This design comes from an exercise in tuning for small area, a short achievable clock period and few clock cycles on the open sky130 flow, not from production work.
Function was checked by simulation only, so behaviour that the tests miss may differ from the original.
Power and IR drop assume default switching activity.

## job 2965
// rs485_frame_asm
module rs485_frame_asm (
    input  wire         clk,
    input  wire         rst,
    input  wire [255:0] addr_map,
    input  wire         in_valid,
    input  wire [7:0]   in_data,
    output wire         in_ready,
    output wire         out_valid,
    output wire [7:0]   out_data,
    output wire         out_last,
    input  wire         out_ready,
    output wire         idle
);
Size: ~2800 flip-flops, roughly 280 I/O pins.
==> flow/config.mk <==
export PLATFORM = sky130hd
export DESIGN_NAME = rs485_frame_asm
export DESIGN_NICKNAME = rs485_frame_asm
export VERILOG_FILES = /design/flow/design.v
export SDC_FILE = /design/flow/constraint.sdc
export NUM_CORES = 8
export LEC_CHECK = 0
export ABC_AREA = 1
export CAP_MARGIN = 20
export CORE_MARGIN = 2
export CORE_UTILIZATION = 60
export CTS_CLUSTER_DIAMETER = 80
export CTS_CLUSTER_SIZE = 24
export PLACE_DENSITY = 0.7
export SLEW_MARGIN = 20
export SYNTH_MEMORY_MAX_BITS = 4096
==> flow/constraint.sdc <==
create_clock -name core_clock -period 12.0 [get_ports {clk}]
set_input_delay 2.4000 -clock core_clock [delete_from_list [all_inputs] [get_ports {clk}]]
set_output_delay 2.4000 -clock core_clock [all_outputs]
set_load 0.01 [all_outputs]
standard.sh (not shown) runs the stock make flow with config.mk's settings and CLKGATE_MAP_FILE= SYNTH_SCRIPT=/design/flow/synth_recipe.tcl, a recipe that flattens the netlist after the stock synthesis.
==> flow/flow/run.sh <==
#!/bin/bash
set -euo pipefail
bash standard.sh SETUP_SLACK_MARGIN=8.25 \
  "BUFFER_PORTS_ARGS=-buffer_cell sky130_fd_sc_hd__buf_1" \
  "CTS_ARGS=-sink_clustering_enable -repair_clock_nets -sink_clustering_size 16 -sink_clustering_max_diameter 60 -dont_use_dummy_load -buf_list sky130_fd_sc_hd__clkbuf_8" \
  finish > standard_flow.log 2>&1
Job 2965 was carried through to the last stage, and its layout satisfied the timing, design-rule and antenna checks.
Testbench counts of job 2965, summed over its fixed seeds: cycles 17,077.
Setup changes, job 2965 to job 2895
--- a/flow/design.v
+++ b/flow/design.v
@@ -10,15 +10,15 @@
     output wire         out_last,
     input  wire         out_ready,
     output wire         idle
 );
     localparam integer R  = 264;         
     localparam integer TD = 3;           
     localparam integer NT = R >> TD;
-    localparam integer K  = 3;           
+    localparam integer K  = 2;           
     localparam [8:0]   RM = 9'd263;
     function [15:0] crcstep;
         input [15:0] c;
         input [7:0]  b;
         integer i;
         reg [15:0] r;
         begin
@@ -159,14 +159,15 @@
     wire wp_live   = cons_last ? wl1 : wl0;
     wire can_write = ring_empty | (sync_r & ~wp_live);
     wire [7:0] rtap = ring[8*R-1 -: 8];    
     wire live_consume = ~resc & (icnt != 2'd0) & ~ins_v & ~trig_cond & can_write;
     wire resc_consume = resc & ~rsk & (rs == Tn) & (rs != wp) & ~ins_v;
     wire resc_skip    = resc & rsk & (rs == Tn) & (rs != wp);
     wire consume = live_consume | resc_consume;
+    wire resc_last = (resc_consume | resc_skip) & (inc9(rs) == wp);
     wire [7:0] cbyte = resc ? rtap : ib0;
     wire [8:0] cslot = resc ? rs : Tn;
     wire [8:0] prev_slot = dec9(resc ? rs : wp);
     wire       prev_isaddr = pbv & addr_mask[pb];
     reg [K-1:0] e_done, e_pass;
     always @(*) begin
         for (k = 0; k < K; k = k + 1) begin
@@ -185,16 +186,19 @@
         end
         for (k = 0; k < K; k = k + 1) begin
             p2_oh[k] = e_pass[k] & ~p1_oh[k];
             for (j = 0; j < K; j = j + 1)
                 if (j != k && e_pass[j] && !p1_oh[j] && older[j*K+k]) p2_oh[k] = 1'b0;
         end
         p1_v = |p1_oh; p2_v = |p2_oh;
-        p1_i = p1_oh[1] ? 2'd1 : p1_oh[2] ? 2'd2 : 2'd0;
-        p2_i = p2_oh[1] ? 2'd1 : p2_oh[2] ? 2'd2 : 2'd0;
+        p1_i = 2'd0; p2_i = 2'd0;
+        for (k = 0; k < K; k = k + 1) begin
+            if (p1_oh[k]) p1_i = k[1:0];
+            if (p2_oh[k]) p2_i = k[1:0];
+        end
     end
     reg [K-1:0] nw_p1, nw_p2;     
     always @(*) begin
         for (k = 0; k < K; k = k + 1) begin
             nw_p1[k] = (k[1:0] != p1_i) & older[p1_i*K+k];
             nw_p2[k] = (k[1:0] != p2_i) & older[p2_i*K+k];
         end
@@ -261,15 +265,15 @@
     wire       rd_lastb = (rd_i == 2'd3) & (rd_rem == 9'd1);
     wire [3:0] qh1 = qh + 4'd1;
     reg  [8:0] pf_st;                    
     wire [8:0] rd_st_inc = (rd_st == RM) ? 9'd0 : rd_st + 9'd1;
     wire quiet = (icnt == 2'd0) & ~resc & ~ins_v & ~emit & ~trig_cond &
                  ~q_emitted & ~ord_v & ~out_valid_r;
     wire [7:0] rtap2 = ring[8*(R-1)-1 -: 8];    
-    wire       la_resc = (resc & (rs != wp)) | trig_cond;
+    wire       la_resc = (resc & (rs != wp) & ~resc_last) | trig_cond;
     reg  [7:0] nb;
     always @(*) begin
         if (la_resc)                         nb = rtap2;
         else if (live_consume)               nb = (icnt == 2'd2) ? ib1 : in_data;
         else                                 nb = (icnt != 2'd0) ? ib0 : in_data;
     end
     reg [15:0] crc_nx [0:K-1];
@@ -386,15 +390,15 @@
             end
             if (trig_cond) begin
                 resc <= 1'b1;
                 rsk  <= ov_skip;
                 pbv  <= 1'b0;
                 pins_v <= 1'b0;
             end else if (resc) begin
-                if (rs == wp) resc <= 1'b0;
+                if (rs == wp || resc_last) resc <= 1'b0;
                 if (resc_skip && rsk_i == 2'd3 && rsk_rem == 9'd1) rsk <= 1'b0;
             end
             if (!ord_v) begin
                 if (q_emitted) begin
                     ord_v <= 1'b1;
                     qh    <= qh1;
                 end
### Flow results
Job 2895: PASS, flow complete, no timing, DRC or antenna violations. Comparing job 2965 and job 2895, synthesis-to-layout area growth is higher on job 2965. Relative to job 2965, number of sinks on the clock net has decreased by 51 in job 2895. Taking job 2965 as the reference, in job 2895 pin count of the biggest net entering global routing down 22%, number of flops mapped to enable cells by yosys down 26, number of instances resized during post-cts repair up 14%, final critical-path setup slack down 48 ps, design area down 3000 um2. Clock skew: higher on job 2965. Share of total power in the clock network in job 2895 vs job 2965: up 0.3 points.
Testbench counts of job 2895, summed over its fixed seeds: cycles 17,285.

separate check: timing with driven ports:
The results above use ideal ports. As a check the final layouts listed here were re-extracted and re-timed, cells and wires unchanged.
Step 1 (the two cells are an assumption about what drives the block):
set clk [get_ports {clk}]
set_driving_cell -lib_cell sky130_fd_sc_hd__clkbuf_16 $clk
set_driving_cell -lib_cell sky130_fd_sc_hd__buf_2 [delete_from_list [all_inputs] $clk]
Step 2 adds t to the input delays and takes it off the output delays; t is the mean of the earliest and latest rising clock arrival at the registers after step 1. Input paths then give back, and output paths get back, about the clock's delay inside the block.
a / b / c = ideal ports / drivers / drivers and shift; a / b = the first two.
run | t (ns) | slack for setup (ns) | worst setup path at the end
job 2965 | 0.969 | 8.203 / 8.124 / 7.412 | input to register
job 2895 | 0.935 | 8.155 / 8.085 / 7.437 | input to register
After both steps every run listed still meets setup and hold. For job 2965, which loses most, drivers alone change the setup slack by -0.079 ns; drivers and shift together by -0.791 ns.
